Background: an optimization exercise with open tools, aiming at small area, a short achievable clock period and few clock cycles. Do not read the settings as production practice. The RTL was checked by simulation tests, not by an equivalence proof against the original design. Power figures rest on the tool's default switching activity, not on a simulated workload.

==> design/flow/config.mk <==
export PLATFORM = sky130hd
export DESIGN_NAME = pnr_seq
export DESIGN_NICKNAME = pnr_seq
export VERILOG_FILES = /design/flow/design.v
export SDC_FILE = /design/flow/constraint.sdc
export NUM_CORES = 4
export LEC_CHECK = 0
export CAP_MARGIN = 20
export CORE_MARGIN = 2
export CORE_UTILIZATION = 40
export SLEW_MARGIN = 20
==> design/flow/standard.sh <==
#!/bin/bash
# synth_recipe.tcl (not shown) runs the flow's synth.tcl, then flattens the netlist and writes it again
# the make line also repeats each setting of config.mk as NAME=value (left out here)
make -C /OpenROAD-flow-scripts/flow DESIGN_CONFIG=/design/flow/config.mk WORK_HOME=/design/flow/orfs CLKGATE_MAP_FILE= SYNTH_SCRIPT=/design/flow/synth_recipe.tcl "${@:-finish}"
==> design/flow/design.v <==
module pnr_seq (
    input  wire        clk,
    input  wire        rst,
    input  wire        cmd_valid,
    output wire        cmd_ready,
    input  wire [31:0] cmd_word,
    input  wire [31:0] cmd_arg0,
    input  wire [31:0] cmd_arg1,
    input  wire [31:0] cmd_arg2,
    input  wire [9:0]  cfg_cell,
    input  wire [11:0] cfg_rs_mask,
    input  wire [15:0] cfg_rs_moff,
    output reg         done,
    output wire [7:0]  err_code,
    output reg  [30:0] prbs_x1,
    output reg  [30:0] prbs_x2,
    output reg  [30:0] prbs_cinit,
    output reg  [31:0] prbs_pos,
    output reg  [31:0] prbs_out,
    output wire [4:0]  map_i,
    output wire [4:0]  map_q,
    output wire [7:0]  map_norm,
    output reg  [30:0] rs_cinit,
    output reg         re_valid,
    output reg  [11:0] re_k,
    output reg  [1:0]  re_bits
);
    localparam [7:0] OP_NOP       = 8'h00;
    localparam [7:0] OP_PRBS_SEED = 8'h10;
    localparam [7:0] OP_PRBS_GEN  = 8'h11;
    localparam [7:0] OP_PRBS_SKIP = 8'h12;
    localparam [7:0] OP_QAM_MAP   = 8'h20;
    localparam [7:0] OP_RS_CINIT  = 8'h30;
    localparam [7:0] OP_RS_GEN    = 8'h31;
    localparam [25:0] NC_STEPS = 26'd25;
    localparam integer EXT = 64 + 31;
    function [EXT-1:0] ext1(input [30:0] x);
        integer k;
        begin
            ext1 = {EXT{1'b0}};
            ext1[30:0] = x;
            for (k = 31; k < EXT; k = k + 1)
                ext1[k] = ext1[k-28] ^ ext1[k-31];
        end
    endfunction
    function [EXT-1:0] ext2(input [30:0] x);
        integer k;
        begin
            ext2 = {EXT{1'b0}};
            ext2[30:0] = x;
            for (k = 31; k < EXT; k = k + 1)
                ext2[k] = ext2[k-28] ^ ext2[k-29] ^ ext2[k-30] ^ ext2[k-31];
        end
    endfunction
    reg  [30:0]    wx1, wx2;   
    wire [EXT-1:0] e1 = ext1(wx1);
    wire [EXT-1:0] e2 = ext2(wx2);
    reg        st_idle, busy, st_dec, st_mul, st_rinit, st_jump, st_emit;
    reg        err_rng, err_ill, err_any;
    reg [3:1]  norm_t;         
    reg        map_v;          
    reg [4:1]  map_ih, map_qh;
    reg [5:0]  s_lo;           
    reg        d_rsc, d_rsg, d_gen;
    reg        d_ok;           
    reg [31:0] rem;            
    reg        nz64, nz16, nz2, nz1;
    reg        first;          
    reg        f_gs;           
    reg        f_gen;          
    reg        f_rs;           
    reg        f_cin;          
    reg        f_seed;         
    reg        f_pb;           
    reg        f_raw;          
    reg        f_rng;          
    reg        f_rsx;          
    reg [3:0]  mcnt;
    reg [11:0] mask;
    reg        mask_one;       
    reg [11:0] mrem;           
    reg [11:0] cur;            
    reg        rb_end;         
    reg [9:0]  kb;             
    reg [8:0]  rb_left;
    reg        rb_one;         
    assign cmd_ready = st_idle;
    assign err_code  = {3'b000, err_any, 2'b00, err_ill, err_rng};
    assign map_norm  = {norm_t[3], 1'b0, norm_t[2], 1'b0, norm_t[1], 1'b0, map_v, 1'b0};
    assign map_i     = {map_ih, map_v};
    assign map_q     = {map_qh, map_v};
    wire [7:0] i_op  = cmd_word[31:24];
    wire [5:0] i_lo  = cmd_word[5:0];
    wire       i_zhi = (cmd_word[23:6] == 18'd0);
    wire       i_z24 = i_zhi & (i_lo == 6'd0);
    wire       i_rs  = i_zhi & (i_lo[5:2] == 4'd0) & (i_lo[1:0] != 2'd3);
    wire       i_nop   = (i_op == OP_NOP)       & i_z24;
    wire       i_seed  = (i_op == OP_PRBS_SEED) & i_z24;
    wire       i_gen   = (i_op == OP_PRBS_GEN)  & i_zhi & (i_lo != 6'd0) & (~i_lo[5] | (i_lo[4:0] == 5'd0));
    wire       i_skip  = (i_op == OP_PRBS_SKIP) & i_z24;
    wire       i_qam   = (i_op == OP_QAM_MAP)   & i_zhi & (i_lo[5:3] == 3'd0) & (~i_lo[2] | (i_lo[1:0] == 2'd0));
    wire       i_rsc   = (i_op == OP_RS_CINIT)  & i_rs;
    wire       i_rsg   = (i_op == OP_RS_GEN)    & i_rs;
    wire       acc     = st_idle & cmd_valid;
    wire       o_seed  = (i_op == OP_PRBS_SEED);
    wire       o_gen   = (i_op == OP_PRBS_GEN);
    wire       o_skip  = (i_op == OP_PRBS_SKIP);
    wire       o_rs    = (i_op[7:1] == 7'h18);      
    wire       o_fin   = ~(o_seed | o_gen | o_skip | o_rs);
    wire [2:0] ord   = i_lo[2:0];
    wire [1:0] sel   = s_lo[1:0];
    wire [9:0] rb_sum   = {1'b0, rem[8:0]} + {1'b0, rem[24:16]};
    wire       rng_err  = (rb_sum > 10'd273);
    wire [15:0] s_moff = {cur, mcnt};
    wire [9:0]  r_cell = wx2[9:0];
    wire [7:0]  r_slot = wx2[17:10];
    wire [3:0]  r_symb = wx2[21:18];
    wire [5:0]  r_ssb  = wx2[27:22];
    wire        r_hf   = wx2[28];
    function [3:0] qam_t(input [2:0] o, input x2, input x4, input x6);
        case (o)
            3'd2:    qam_t = {3'b000, x2};
            3'd3:    qam_t = {2'b00, x2, ~(x2 ^ x4)};
            3'd4:    qam_t = {1'b0, x2, ~(x4 ^ x2), ~(x4 ^ x6) ^ ~x2};
            default: qam_t = 4'd0;
        endcase
    endfunction
    wire [3:0] qt_i = qam_t(ord, cmd_arg0[2], cmd_arg0[4], cmd_arg0[6]);
    wire [3:0] qt_q = qam_t(ord, cmd_arg0[3], cmd_arg0[5], cmd_arg0[7]);
    wire       qs_i = cmd_arg0[0];
    wire       qs_q = (ord == 3'd0) ? cmd_arg0[0] : cmd_arg0[1];
    wire [3:1] qn_t = {ord == 3'd4, ord >= 3'd3, ord >= 3'd2};
    wire hi_one  = (rem[31:6] == 26'd1);
    wire mid_one = (rem[5:4] == 2'd1);
    wire lo_one  = (rem[3:1] == 3'd1);
    wire jlast   = nz64 ? (hi_one & ~nz16 & ~nz2 & ~nz1)
                 : nz16 ? (mid_one & ~nz2 & ~nz1)
                 : nz2  ? (lo_one & ~nz1)
                 : 1'b1;
    wire j64 = nz64;
    wire j16 = ~nz64 & nz16;
    wire j2  = ~nz64 & ~nz16 & nz2;
    wire j1  = ~nz64 & ~nz16 & ~nz2 & nz1;
    wire jnone = ~nz64 & ~nz16 & ~nz2 & ~nz1;    
    wire e64 = st_jump & j64;
    wire e16 = st_jump & j16;
    wire e1s = st_jump & j1;
    wire [30:0] nx1 = e64 ? e1[94:64] : e16 ? e1[46:16] : e1s ? e1[31:1] : e1[32:2];
    wire [30:0] nx2 = e64 ? e2[94:64] : e16 ? e2[46:16] : e1s ? e2[31:1] : e2[32:2];
    wire [31:0] cbits = e1[31:0] ^ e2[31:0];
    reg  [31:0] gmask;
    integer gj;
    always @(*) begin
        for (gj = 0; gj < 32; gj = gj + 1)
            gmask[gj] = s_lo[5] | (gj < s_lo[4:0]);
    end
    wire [11:0] op_a   = {r_slot, r_symb} - {3'd0, r_slot, 1'b0} + 12'd1;
    wire [6:0]  i_ssb  = (r_ssb <= 6'd3) ? ({1'b0, r_ssb} + {4'd0, r_hf, 2'b00})
                                         : ({1'b0, r_ssb} + {3'd0, r_hf, 3'b000});
    wire [6:0]  i_p1   = i_ssb + 7'd1;
    wire [8:0]  c4p1   = {1'b0, r_cell[9:2]} + 9'd1;
    wire [13:0] m_x    = sel[0] ? {c4p1, 5'b00001} : {2'b00, op_a};
    wire [11:0] m_y    = sel[0] ? {1'b0, i_p1, 4'd0} : {1'b0, r_cell, 1'b1};
    wire        bz     = (wx1[30] == wx1[29]) & (wx1[29] == wx1[28]);
    wire        bneg   = wx1[30] & ~bz;
    wire        btwo   = (wx1[30] ^ wx1[29]) & (wx1[29] == wx1[28]);
    wire [19:0] bmag   = bz ? 20'd0 : btwo ? {5'd0, wx1[13:0], 1'b0} : {6'd0, wx1[13:0]};
    wire [19:0] acc_n  = {wx2[17:0], 2'b00} + (bmag ^ {20{bneg}}) + {19'd0, bneg};
    wire [30:0] c_form = f_raw ? wx1
                       : f_pb  ? {5'd0, wx2[19:0], 4'd0, mrem[1:0]}
                               : {wx2[13:0], 6'd0, mrem[9:0], 1'b0};
    wire        mul_last = (mcnt == 4'd1);
    wire [3:0] ep = {cur[8] | cur[9] | cur[10] | cur[11],
                     cur[4] | cur[5] | cur[6] | cur[7],
                     cur[2] | cur[3] | cur[6] | cur[7] | cur[10] | cur[11],
                     cur[1] | cur[3] | cur[5] | cur[7] | cur[9] | cur[11]};
    wire [11:0] mnext   = mrem & ~cur;
    wire [11:0] mnext2  = mnext & (mnext - 12'd1);
    wire [11:0] mlow    = mnext & (~mnext + 12'd1);
    wire [11:0] masklow = mask & (~mask + 12'd1);
    wire [11:0] mask_m1 = mask & (mask - 12'd1);
    wire        e_last  = rb_end & rb_one;
    wire        no_res  = (mask == 12'd0) | (rb_left == 9'd0);
    wire        rinit_fin = f_rng | f_cin | (f_rs & no_res);
    wire fin = (acc & o_fin) | (st_dec & ~d_ok) | (st_rinit & rinit_fin) | (st_jump & jlast & ~f_rs)
             | (st_emit & e_last);
    wire idle_n = (st_idle & ~cmd_valid) | fin;
    always @(posedge clk) begin
        if (rst) begin
            st_idle    <= 1'b1;
            busy       <= 1'b0;
            st_dec     <= 1'b0;
            st_mul     <= 1'b0;
            st_rinit   <= 1'b0;
            st_jump    <= 1'b0;
            st_emit    <= 1'b0;
            done       <= 1'b0;
            err_rng    <= 1'b0;
            err_ill    <= 1'b0;
            err_any    <= 1'b0;
            prbs_x1    <= 31'd0;
            prbs_x2    <= 31'd0;
            prbs_cinit <= 31'd0;
            prbs_pos   <= 32'd0;
            prbs_out   <= 32'd0;
            map_ih     <= 4'd0;
            map_qh     <= 4'd0;
            map_v      <= 1'b0;
            norm_t     <= 3'd0;
            rs_cinit   <= 31'd0;
            re_valid   <= 1'b0;
        end else begin
            done     <= fin;
            re_valid <= st_emit;
            st_idle  <= idle_n;
            busy     <= ~idle_n;
            st_dec   <= acc & ~o_fin;
            st_mul   <= (st_dec & d_ok & f_rsx & ~sel[1]) | (st_mul & ~mul_last);
            st_rinit <= (st_dec & d_ok & (f_seed | (f_rsx & sel[1]))) | (st_mul & mul_last);
            st_jump  <= (st_dec & d_ok & f_gs) | (st_rinit & ~rinit_fin) | (st_jump & ~jlast);
            st_emit  <= (st_jump & jlast & f_rs) | (st_emit & ~e_last);
            if (st_dec) begin
                err_rng <= 1'b0;
                err_ill <= ~d_ok;
                err_any <= ~d_ok;
            end
            if (acc & o_fin) begin
                err_rng <= 1'b0;
                err_ill <= ~(i_nop | i_qam);
                err_any <= ~(i_nop | i_qam);
                if (i_qam) begin
                    map_ih <= qt_i ^ {4{qs_i}};
                    map_qh <= qt_q ^ {4{qs_q}};
                    map_v  <= 1'b1;
                    norm_t <= qn_t;
                end
            end
            if (st_rinit & f_seed) begin
                prbs_cinit <= rem[30:0];
                prbs_pos   <= 32'd0;
                prbs_out   <= 32'd0;
            end
            if (st_rinit) begin
                if (f_rng) begin
                    err_rng <= 1'b1;
                    err_any <= 1'b1;
                end else if (~f_seed) begin
                    rs_cinit <= c_form;
                end
            end
            if (st_jump) begin
                if (f_gs)
                    prbs_pos <= prbs_pos + {25'd0, j64, 1'b0, j16, 2'b00, j2, j1};
                if (first & f_gen)
                    prbs_out <= cbits & gmask;
                if (jlast & ~f_rs & ~jnone) begin
                    prbs_x1 <= nx1;
                    prbs_x2 <= nx2;
                end
            end
        end
    end
    always @(posedge clk) begin
        if (~busy) begin
            s_lo   <= i_lo;
            d_ok   <= i_seed | i_gen | i_skip | i_rsc | i_rsg;
            d_rsc  <= i_rsc;
            d_rsg  <= i_rsg;
            d_gen  <= o_gen;
            f_rsx  <= o_rs;
            f_gs   <= o_gen | o_skip;
            f_gen  <= o_gen;
            f_seed <= o_seed;
            f_raw  <= 1'b1;
            f_rs   <= i_rsg;
            f_cin  <= i_rsc;
            f_rng  <= 1'b0;
            first  <= 1'b1;
            rem    <= cmd_arg0;
            wx1    <= cmd_arg2[30:0];
            wx2    <= {2'b00, cmd_arg1[18:12], cmd_arg1[11:8], cmd_arg1[7:0], cfg_cell};
            mask   <= cfg_rs_mask;
            cur    <= cfg_rs_moff[15:4];
            mcnt   <= cfg_rs_moff[3:0];
        end
        if (st_dec & f_gs) begin
            wx1 <= prbs_x1;
            wx2 <= prbs_x2;
            if (d_gen) begin
                rem  <= {26'd0, s_lo};
                nz64 <= 1'b0;
                nz16 <= (s_lo[5:4] != 2'd0);
                nz2  <= (s_lo[3:1] != 3'd0);
                nz1  <= s_lo[0];
            end else begin
                nz64 <= (rem[31:6] != 26'd0);
                nz16 <= (rem[5:4] != 2'd0);
                nz2  <= (rem[3:1] != 3'd0);
                nz1  <= rem[0];
            end
        end
        if (st_dec & f_rsx) begin
            f_pb    <= sel[0];
            f_raw   <= sel[1];
            f_rng   <= d_rsg & rng_err;
            kb      <= {1'b0, rem[8:0]} + {rem[8:0], 1'b0};
            rb_left <= rem[24:16];
            if (~sel[1]) begin
                wx1 <= {m_y, 5'd0, m_x};
                wx2 <= 31'd0;
            end
            rem  <= {{15'd0, s_moff[15:5]} + NC_STEPS, s_moff[4:3], s_moff[2:0], 1'b0};
            nz64 <= 1'b1;
            nz16 <= (s_moff[4:3] != 2'd0);
            nz2  <= (s_moff[2:0] != 3'd0);
            nz1  <= 1'b0;
            mrem <= {2'd0, r_cell};
            mcnt <= sel[0] ? 4'd4 : 4'd6;
        end
        if (st_mul) begin
            mcnt      <= mcnt - 4'd1;
            wx1[30:19] <= {wx1[28:19], 2'b00};
            wx2[19:0] <= acc_n;
        end
        if (st_rinit & f_seed) begin
            rem  <= {NC_STEPS, 6'd0};
            nz64 <= 1'b1;
            nz16 <= 1'b0;
            nz2  <= 1'b0;
            nz1  <= 1'b0;
        end
        if (st_rinit) begin
            mrem     <= mask;
            cur      <= masklow;
            rb_end   <= (mask_m1 == 12'd0);
            mask_one <= (mask_m1 == 12'd0);
            rb_one   <= (rb_left == 9'd1);
            wx1      <= 31'd1;
            wx2      <= f_seed ? rem[30:0] : c_form;
        end
        if (st_jump) begin
            wx1   <= nx1;
            wx2   <= nx2;
            first <= 1'b0;
            if (nz64) begin
                rem[31:6] <= rem[31:6] - 26'd1;
                nz64      <= ~hi_one;
            end else if (nz16) begin
                rem[5:4] <= rem[5:4] - 2'd1;
                nz16     <= ~mid_one;
            end else if (nz2) begin
                rem[3:1] <= rem[3:1] - 3'd1;
                nz2      <= ~lo_one;
            end else begin
                rem[0] <= 1'b0;
                nz1    <= 1'b0;
            end
        end
        if (st_emit) begin
            wx1     <= nx1;
            wx2     <= nx2;
            re_k    <= {kb + {8'd0, ep[3:2]}, ep[1:0]};
            re_bits <= {e1[1] ^ e2[1], e1[0] ^ e2[0]};
            if (rb_end) begin
                mrem    <= mask;
                cur     <= masklow;
                rb_end  <= mask_one;
                kb      <= kb + 10'd3;
                rb_left <= rb_left - 9'd1;
                rb_one  <= (rb_left == 9'd2);
            end else begin
                mrem   <= mnext;
                cur    <= mlow;
                rb_end <= (mnext2 == 12'd0);
            end
        end
    end
endmodule
==> design/flow/constraint.sdc <==
create_clock -name core_clock -period 12.0 [get_ports {clk}]
set_input_delay 2.4000 -clock core_clock [delete_from_list [all_inputs] [get_ports {clk}]]
set_output_delay 2.4000 -clock core_clock [all_outputs]
set_load 0.01 [all_outputs]
==> design/flow/flow/run.sh <==
#!/bin/bash
# Layout flow: the standard ORFS flow (standard.sh, unchanged synthesis,
# floorplan, placement, CTS, routing and finish) at the design's clock period
# and constraints, with three changes to how the layout is made:
#  - every input and output port still gets its own buffer, but a
#    sky130_fd_sc_hd__buf_1 one (buffer_ports -buffer_cell);
#  - ORFS's repair_timing passes (floorplan, CTS, global route) aim for a
#    setup slack of SETUP_SLACK_MARGIN ns instead of 0, so they size and
#    buffer the design towards a shorter achieved period;
#  - CTS clusters up to 24 sinks within 100 um per leaf buffer (fewer clock
#    buffers; every register still gets the same balanced tree).
# make's full output (which includes every tool's output; ORFS also keeps a
# log per step under orfs/logs) goes to flow_make.log in the work folder.
set -euo pipefail
bash standard.sh SETUP_SLACK_MARGIN=8.3 \
    "BUFFER_PORTS_ARGS=-buffer_cell sky130_fd_sc_hd__buf_1" \
    CTS_CLUSTER_SIZE=24 CTS_CLUSTER_DIAMETER=100 \
    finish > flow_make.log 2>&1
test -s out/final.def
==> flow_summary.yaml, run 1 <==
min_path:
  min_delay_worst_endpoint: "prbs_cinit[12]"
  min_delay_path_depth: 2
  min_path_type: "flop to flop"
  worstHoldStart: "prbs_cinit[12]"
die:
  boundaryPins: 400
  core_area_sq_um: 68200
  effective_utilization_at_floorplan_pct: 40.2
  floorplan.die.width_um: 266
  std_cell_rows: 96
  die_area_sq_um: 70700
  dieHeight_um: 266
clocking:
  clockRootBuffer: "sky130_fd_sc_hd__clkbuf_16"
  clock-sinks: 403
  worst_skew_pair.late_latency_ns: 0.63
  h-tree-depth: 1
  cts_tree: "done"
  cts_inserted_buffers: 26
  cts.reportedPaths.clkPinSlew_ns: 0.10
  postCtsHoldBufs: 0
  clockBufferDepth: 3
worst_setup_path:
  regToRegEndpoint: "wx2[16]"
  crit_chain: "buf_1"
  worstSetupEndpointType: "output pin"
  critPathMaxFanout: 3
  critical-path-max-stage-delay_ns: 0.36
  crit-reg2reg-launch: "nz64"
  cp.buffers_inverters: 1
  reg2reg_setup_slack_ns: 8.41
  worstPathRequired_ns: 9.60
  critPathArrivalTime_ns: 1.26
  worstRegToRegCells: 6
  critical_path.slowest_cell: "sky130_fd_sc_hd__dfxtp_1"
  worstSetupStartpointType: "flop"
  critPathKind: "flop to output pin"
  critical_path.top_delay_family: "flip-flops"
placement:
  gpl.final_weighted_congestion: 0.986
  detailed_place_hpwl_um: 83500
  count_of_buffers_from_port_buffering: 376
synthesis:
  synthTopCellsByArea: "sky130_fd_sc_hd__dfxtp_1 (24%), sky130_fd_sc_hd__edfxtp_1 (7.9%), sky130_fd_sc_hd__a21oi_1 (6.3%), sky130_fd_sc_hd__nor2_1 (6.0%), sky130_fd_sc_hd__nand2_1 (4.7%)"
  post_synth_instance_area_sq_um: 27400
  synth_top_cells_by_count: "sky130_fd_sc_hd__nor2_1 (441), sky130_fd_sc_hd__a21oi_1 (346), sky130_fd_sc_hd__nand2_1 (345)"
  number_of_warnings_reported_in_the_yosys_synthesis_log: 1
  synth_most_common_cell: "sky130_fd_sc_hd__nor2_1"
  synthDistinctLibCells: 86
  synth_register_bits: 403
  synthFlopType: "sky130_fd_sc_hd__dfxtp_1"
  synth_top_cell_by_area: "sky130_fd_sc_hd__dfxtp_1"
  post_synth.cell_area_avg_sq_um: 7.75
  synth_enable_flop_cells: 72
  synth_async_sr_flop_share_pct: 0
  syn-instance-count: 3539
  yosysSeqAreaShare_pct: 32.0
  synth_top_area_share_pct: 24.2
pwr:
  power.ir.vdd_worst_uv: 106
  p_leak_nw: 10.9
  power_per_cell_area_nw_per_um2: 121
timing:
  maxClockFrequency_ghz: 0.273
  fin_worst_skew_ns: 0.0372
  timing_max_transition_violations_final: 0
  setup_repair_after_global_routing_missed_its_margin: "true"
  final.period_utilization_pct: 30.5
  final_period_minus_worst_setup_slack_ns: 3.66
  worst_slew_pin_slew_ns: 1.10
  finalHoldViolations: 0
  timing.slew.headroom_pct: 26.6
  report.final.setup_viol: 0
  fin_tns_setup_ns: 0
global_routing:
  all_layer_global_routing_usage_pct: 31.5
  grt_pass1_vias: 25400
  wire_length_of_the_first_global_routing_pass_um: 169000
  antenna_violations_before_repair: 1
  grt_overflow: 0
  grt_start_max_net_pins: 102
layout:
  num-fill-cells: 7044
  final_nets: 3961
  layout-drive-gt1-share_pct: 5.07
  final_core_util_pct: 44.5
  area.growth.synth_to_final_pct: 10.7
route:
  detail_route.vias_per_cell: 6.16
  antenna_left: 0
  drcViolationCount: 0
  detailroute.via_count: 28300
  dr.pass1.iters: 5
  total_wire_length_um: 117000
  wl_per_cell_um: 25.4
  detail_route.iter0.violations: 3009
status:
  run_status: "no timing/DRC/antenna violations"
flow_run:
  cap_viol_max_count: 0
==> where the power goes <==
group	total [mW]	internal (mW)	switching [mW]
sequential	1.58	1.42	0.152
combinational	1.04	0.435	0.610
clock	1.04	0.450	0.589
==> per-stage QoR <==
step           setup WS [ns]  std cells  hold WS [ns]  instance area (sq um)  total power, mW
2_1_floorplan           8.16       3547         0.424                  27500             2.27
3_3_place_gp            7.36       4536         0.441                  29200             2.59
3_5_place_dp            7.37       4536         0.446                  29200             2.59
4_1_cts                 8.30       4584         0.460                  30200             3.63
5_1_grt                 8.27       4591         0.475                  30400             3.80
6_report                8.34       4593         0.459                  30400             3.66
==> timing repair <==
item,4_1_cts,5_1_grt
cloned,0,1
setup endpoints to repair,44,45
setup buffers,2,4
resized for setup,19,28
==> cell type report <==
class                   count  area, sq um  area share (%)
multi-input cells        2746        17300            57.0
flip-flops and latches    403         8810            29.0
repair buffers            448         2000            6.60
well taps                 882         1100            3.64
clock buffers              33          709            2.34
inverters                  66          248           0.816
clock inverters            13          179           0.589
diodes                      2         5.00          0.0165
==> cell families (layout without fill, tap and decap cells) <==
kind of cell    after synthesis  in the layout  share of synthesized area [%]
xor+xnor                    288            288                           9.50
compound gates             1069           1069                           24.5
fa+ha+maj                   105            105                           4.89
flops                       403            403                           32.0
simple gates               1155           1156                           18.9
other cells                   1             11                         0.0137
mux                         119            119                           4.37
buf+inv                     399            560                           5.81
==> metal layers <==
metal / GRT usage, % / routed length (um) / up-vias
met3: 6.26 / 11600 / 316
met1: 42.6 / 48000 / 13400
met5: 0 / 27 / -
met4: 15.7 / 6620 / 4
li1: - / - / 13000
met2: 47.8 / 50300 / 1553
==> flip-flops by register name, indices dropped and copies added, names as in the netlist, 3 cells and up <==
name	cells
prbs_out	32
prbs_pos	32
rem	32
prbs_cinit	31
prbs_x1	31
prbs_x2	31
rs_cinit	31
wx1	31
wx2	31
cur	12
mask	12
mrem	12
re_k	12
kb	10
rb_left	9
s_lo	6
map_ih	4
map_qh	4
mcnt	4
norm_t	3
==> worst max-delay path by stage <==
stage	start	cells past startpoint	slack [ns]	to
finish	prbs_x2[28]	1	8.34	prbs_x2[28]
global route	nz64	11	8.27	prbs_pos[21]
CTS	rs_cinit[10]	1	8.30	rs_cinit[10]
detailed placement	rst	6	7.37	prbs_pos[21]
global placement	rst	6	7.36	prbs_pos[17]
floorplan	cmd_word[10]	9	8.16	map_qh[4]
==> placed cells by master, fill, tap and decap left out, types with 10 or more instances in the layout <==
| cell type | Yosys | routed |
|---|---|---|
| sky130_fd_sc_hd__o211ai_1 | 14 | 14 |
| sky130_fd_sc_hd__nand3_1 | 96 | 96 |
| sky130_fd_sc_hd__dfxtp_1 | 331 | 316 |
| sky130_fd_sc_hd__edfxtp_1 | 72 | 72 |
| sky130_fd_sc_hd__and3_1 | 30 | 29 |
| sky130_fd_sc_hd__o221ai_1 | 10 | 10 |
| sky130_fd_sc_hd__nand4_1 | 17 | 17 |
| sky130_fd_sc_hd__buf_4 | 17 | 67 |
| sky130_fd_sc_hd__nor2_1 | 441 | 437 |
| sky130_fd_sc_hd__mux2i_1 | 113 | 113 |
| sky130_fd_sc_hd__buf_1 | 39 | 369 |
| sky130_fd_sc_hd__nor2b_1 | 19 | 18 |
| sky130_fd_sc_hd__a221o_1 | 25 | 25 |
| sky130_fd_sc_hd__a31oi_1 | 33 | 33 |
| sky130_fd_sc_hd__a21oi_1 | 346 | 343 |
| sky130_fd_sc_hd__and2_1 | 14 | 13 |
| sky130_fd_sc_hd__xor2_1 | 138 | 137 |
| sky130_fd_sc_hd__a221oi_1 | 38 | 33 |
| sky130_fd_sc_hd__ha_1 | 96 | 96 |
| sky130_fd_sc_hd__a211oi_1 | 88 | 88 |
| sky130_fd_sc_hd__a32oi_1 | 14 | 14 |
| sky130_fd_sc_hd__o22ai_1 | 45 | 45 |
| sky130_fd_sc_hd__o21a_1 | 13 | 13 |
| sky130_fd_sc_hd__or3_1 | 15 | 14 |
| sky130_fd_sc_hd__xnor2_1 | 144 | 144 |
| sky130_fd_sc_hd__clkbuf_16 | 0 | 28 |
| sky130_fd_sc_hd__o21ai_0 | 252 | 251 |
| sky130_fd_sc_hd__a311oi_1 | 49 | 49 |
| sky130_fd_sc_hd__nor4_1 | 31 | 28 |
| sky130_fd_sc_hd__nor3_1 | 57 | 55 |
| sky130_fd_sc_hd__nand2_1 | 345 | 343 |
| sky130_fd_sc_hd__dfxtp_2 | 0 | 13 |
| sky130_fd_sc_hd__nand2b_1 | 31 | 31 |
| sky130_fd_sc_hd__a21o_1 | 21 | 21 |
| sky130_fd_sc_hd__inv_1 | 66 | 64 |
| sky130_fd_sc_hd__a22oi_1 | 45 | 45 |
Testbench counts, summed over its fixed seeds: cycles 49,504.
==> run 2, diff against run 1 <==
==> design/flow/flow/run.sh (replaced) <==
#!/bin/bash
# Layout flow: the standard ORFS flow (standard.sh, unchanged synthesis,
# floorplan, placement, CTS, routing and finish) at the design's clock period
# and constraints, with two changes to how the layout is made:
#  - every input and output port still gets its own buffer, but a
#    sky130_fd_sc_hd__buf_1 one (buffer_ports -buffer_cell);
#  - ORFS's repair_timing passes (floorplan, CTS, global route) aim for a
#    setup slack of SETUP_SLACK_MARGIN ns instead of 0, so they size and
#    buffer the design towards a shorter achieved period.
# make's full output (which includes every tool's output; ORFS also keeps a
# log per step under orfs/logs) goes to flow_make.log in the work folder.
set -euo pipefail
bash standard.sh SETUP_SLACK_MARGIN=8.3 \
    "BUFFER_PORTS_ARGS=-buffer_cell sky130_fd_sc_hd__buf_1" \
    finish > flow_make.log 2>&1
test -s out/final.def
==> run 2 against run 1 <==
Effect of this change: still clean on timing, DRC and antenna; sequential power about the same; sequential cell count unchanged; final cell count up 0.83%; combinational power about the same; non-clock buffer count down 3; clock power up 54%; wire length up 0.43%; global-route usage up 0.23 points; via count up 0.62%.
==> flow_summary.yaml, run 2 <==
synthesis:
  synth_top_area_share_pct: 24.2
  synthFlopType: "sky130_fd_sc_hd__dfxtp_1"
  synth_enable_flop_cells: 72
  synthTopCellsByArea: "sky130_fd_sc_hd__dfxtp_1 (24%), sky130_fd_sc_hd__edfxtp_1 (7.9%), sky130_fd_sc_hd__a21oi_1 (6.3%), sky130_fd_sc_hd__nor2_1 (6.0%), sky130_fd_sc_hd__nand2_1 (4.7%)"
  synth_async_sr_flop_share_pct: 0
  yosysSeqAreaShare_pct: 32.0
  synth_register_bits: 403
  number_of_warnings_reported_in_the_yosys_synthesis_log: 1
  synth_top_cell_by_area: "sky130_fd_sc_hd__dfxtp_1"
  post_synth_instance_area_sq_um: 27400
  post_synth.cell_area_avg_sq_um: 7.75
  synth_top_cells_by_count: "sky130_fd_sc_hd__nor2_1 (441), sky130_fd_sc_hd__a21oi_1 (346), sky130_fd_sc_hd__nand2_1 (345)"
  synth_most_common_cell: "sky130_fd_sc_hd__nor2_1"
  syn-instance-count: 3539
  synthDistinctLibCells: 86
worst_setup_path:
  critPathMaxFanout: 2
  critical_path.slowest_cell: "sky130_fd_sc_hd__dfxtp_1"
  crit_chain: "buf_1"
  critical-path-max-stage-delay_ns: 0.50
  worstPathRequired_ns: 9.60
  reg2reg_setup_slack_ns: 8.35
  regToRegEndpoint: "wx2[11]"
  crit-reg2reg-launch: "wx1[30]"
  worstSetupStartpointType: "flop"
  critical_path.top_delay_family: "flip-flops"
  worstRegToRegCells: 12
  worstSetupEndpointType: "output pin"
  cp.buffers_inverters: 1
  critPathArrivalTime_ns: 1.29
  critPathKind: "flop to output pin"
route:
  total_wire_length_um: 117000
  dr.pass1.iters: 6
  antenna_left: 0
  wl_per_cell_um: 25.3
  detailroute.via_count: 28500
  detail_route.iter0.violations: 3256
  drcViolationCount: 0
  detail_route.vias_per_cell: 6.14
die:
  std_cell_rows: 96
  floorplan.die.width_um: 266
  die_area_sq_um: 70700
  boundaryPins: 400
  core_area_sq_um: 68200
  dieHeight_um: 266
  effective_utilization_at_floorplan_pct: 40.2
timing:
  final.period_utilization_pct: 30.8
  report.final.setup_viol: 0
  timing.slew.headroom_pct: 27.2
  setup_repair_after_global_routing_missed_its_margin: "true"
  fin_worst_skew_ns: 0.0294
  maxClockFrequency_ghz: 0.271
  worst_slew_pin_slew_ns: 1.09
  timing_max_transition_violations_final: 0
  fin_tns_setup_ns: 0
  finalHoldViolations: 0
  final_period_minus_worst_setup_slack_ns: 3.69
global_routing:
  grt_overflow: 0
  grt_start_max_net_pins: 102
  antenna_violations_before_repair: 1
  all_layer_global_routing_usage_pct: 31.8
  grt_pass1_vias: 25500
  wire_length_of_the_first_global_routing_pass_um: 170000
layout:
  layout-drive-gt1-share_pct: 5.87
  final_nets: 3980
  area.growth.synth_to_final_pct: 13.5
  layout_common_cells: "sky130_fd_sc_hd__nor2_1 (436), sky130_fd_sc_hd__buf_1 (372), sky130_fd_sc_hd__nand2_1 (343), sky130_fd_sc_hd__a21oi_1 (343), sky130_fd_sc_hd__dfxtp_1 (323)"
  fin_area_sq_um: 31100
  largestRegisters: "prbs_out x32, prbs_pos x32, rem x32"
  layout.cells.most_common: "sky130_fd_sc_hd__nor2_1"
  layout.cells.non_filler: 4631
clocking:
  h-tree-depth: 2
  clockRootBuffer: "sky130_fd_sc_hd__clkbuf_16"
  cts_tree: "done"
  clockBufferDepth: 3
  clock-sinks: 403
  cts_inserted_buffers: 48
  worst_skew_pair.late_latency_ns: 0.61
  cts.reportedPaths.clkPinSlew_ns: 0.06
  postCtsHoldBufs: 0
pwr:
  power.ir.vdd_worst_uv: 86.8
  p_leak_nw: 11.3
  power_per_cell_area_nw_per_um2: 136
flow_run:
  cap_viol_max_count: 0
min_path:
  min_delay_worst_endpoint: "prbs_cinit[12]"
  worstHoldStart: "prbs_cinit[12]"
  min_delay_path_depth: 2
  min_path_type: "flop to flop"
placement:
  instance_count_after_placement_with_tap_cells_included: 4536
  detailed_place_hpwl_um: 83500
  placedInstanceArea_sq_um: 29200
  gpl.final_weighted_congestion: 0.986
  count_of_buffers_from_port_buffering: 376
status:
  run_status: "no timing/DRC/antenna violations"
-- run 2: cell counts after synthesis --
Identical to the previous run, type by type.
-- run 2: area by class of cell --
cell class                      instances  area (sq um)
Multi-Input combinational cell       2746         17300
Antenna cell                            1          2.50
Fill cell                            6979         37100
Timing Repair Buffer                  445          1970
Inverter                               66           248
Clock buffer                           66          1410
Tap cell                              882          1100
Clock inverter                         22           295
Sequential cell                       403          8800
-- run 2: worst max-delay path by stage --
stage | startpoint | endpoint | slack (ns) | cells past startpoint
global placement | rst | prbs_pos[17] | 7.36 | 6
CTS | cmd_word[10] | map_ih[4] | 8.30 | 8
detailed placement | rst | prbs_pos[21] | 7.37 | 6
floorplan | cmd_word[10] | map_qh[4] | 8.16 | 9
global route | wx1[30] | wx2[11] | 8.26 | 12
finish | rs_cinit[10] | rs_cinit[10] | 8.31 | 1
-- run 2: kinds of logic (layout without fill, tap and decap cells) --
family / after synthesis / count (layout) / synth area share (%)
XOR/XNOR: 288 / 288 / 9.50
adder cells (fa/ha/maj): 105 / 105 / 4.89
flip-flops: 403 / 403 / 32.0
multiplexers: 119 / 119 / 4.37
other: 1 / 10 / 0.0137
buffers and inverters: 399 / 599 / 5.81
AND/OR/NAND/NOR: 1155 / 1156 / 18.9
AO/OA/AOI/OAI: 1069 / 1069 / 24.5
-- run 2: where the power goes --
part	internal, mW	switching (mW)	leakage, nW	total (mW)
combinational	0.434	0.608	7.05	1.04
sequential	1.43	0.154	3.42	1.58
clock	0.955	0.645	0.827	1.60
-- run 2: repair_timing --
item                       CTS  global route
pin swaps                    0             1
setup endpoints to repair   42            41
resized for setup           17            27
gates cloned                 0             1
buffers inserted             2             2
-- run 2: per-layer routing --
layer	GRT usage, %	wire [um]	up-vias
met4	16.3	6830	0
met2	48.0	50400	1614
li1	-	-	13000
met3	6.42	11800	326
met5	0	0	-
met1	42.8	48000	13500
-- run 2: per-stage QoR --
step	power [mW]	worst slack (ns)	hold slack, ns	util [%]
detailed placement	2.59	7.37	0.446	42.8
finish	4.22	8.31	0.452	45.7
CTS	4.19	8.30	0.454	45.4
global placement	2.59	7.36	0.441	42.8
global route	4.37	8.26	0.467	45.7
floorplan	2.27	8.16	0.424	-

[what the ideal ports hide]
How much do the figures lean on ideal ports? The routed layouts below were timed once more, with nothing changed but the port constraints. Step 1 (the two cells are an assumption about what drives the block):
set clk [get_ports {clk}]
set_driving_cell -lib_cell sky130_fd_sc_hd__clkbuf_16 $clk
set_driving_cell -lib_cell sky130_fd_sc_hd__buf_2 [delete_from_list [all_inputs] $clk]
Step 2, shift: input delay + t, output delay - t, t = (earliest + latest rising clock arrival at the registers) / 2. This alone moves slack from input paths to output paths. a / b / c = ideal / step 1 / step 2; a / b = the first two.
| run | shift t [ns] | setup WS [ns] | hold WS [ns] | worst setup path at the end | slew at the worst register clock pin (ns) |
|---|---|---|---|---|---|
| run 1 | 0.681 | 8.339 / 8.268 / 7.760 | 0.459 / 0.459 / 0.459 | input to register | 0.10 / 0.10 |
| run 2 | 0.663 | 8.306 / 8.239 / 7.828 | 0.452 / 0.452 / 0.452 | input to register | 0.07 / 0.07 |
After both steps every run listed still meets setup and hold. For run 1, which loses most, drivers alone change the setup slack by -0.071 ns; drivers and shift together by -0.579 ns.
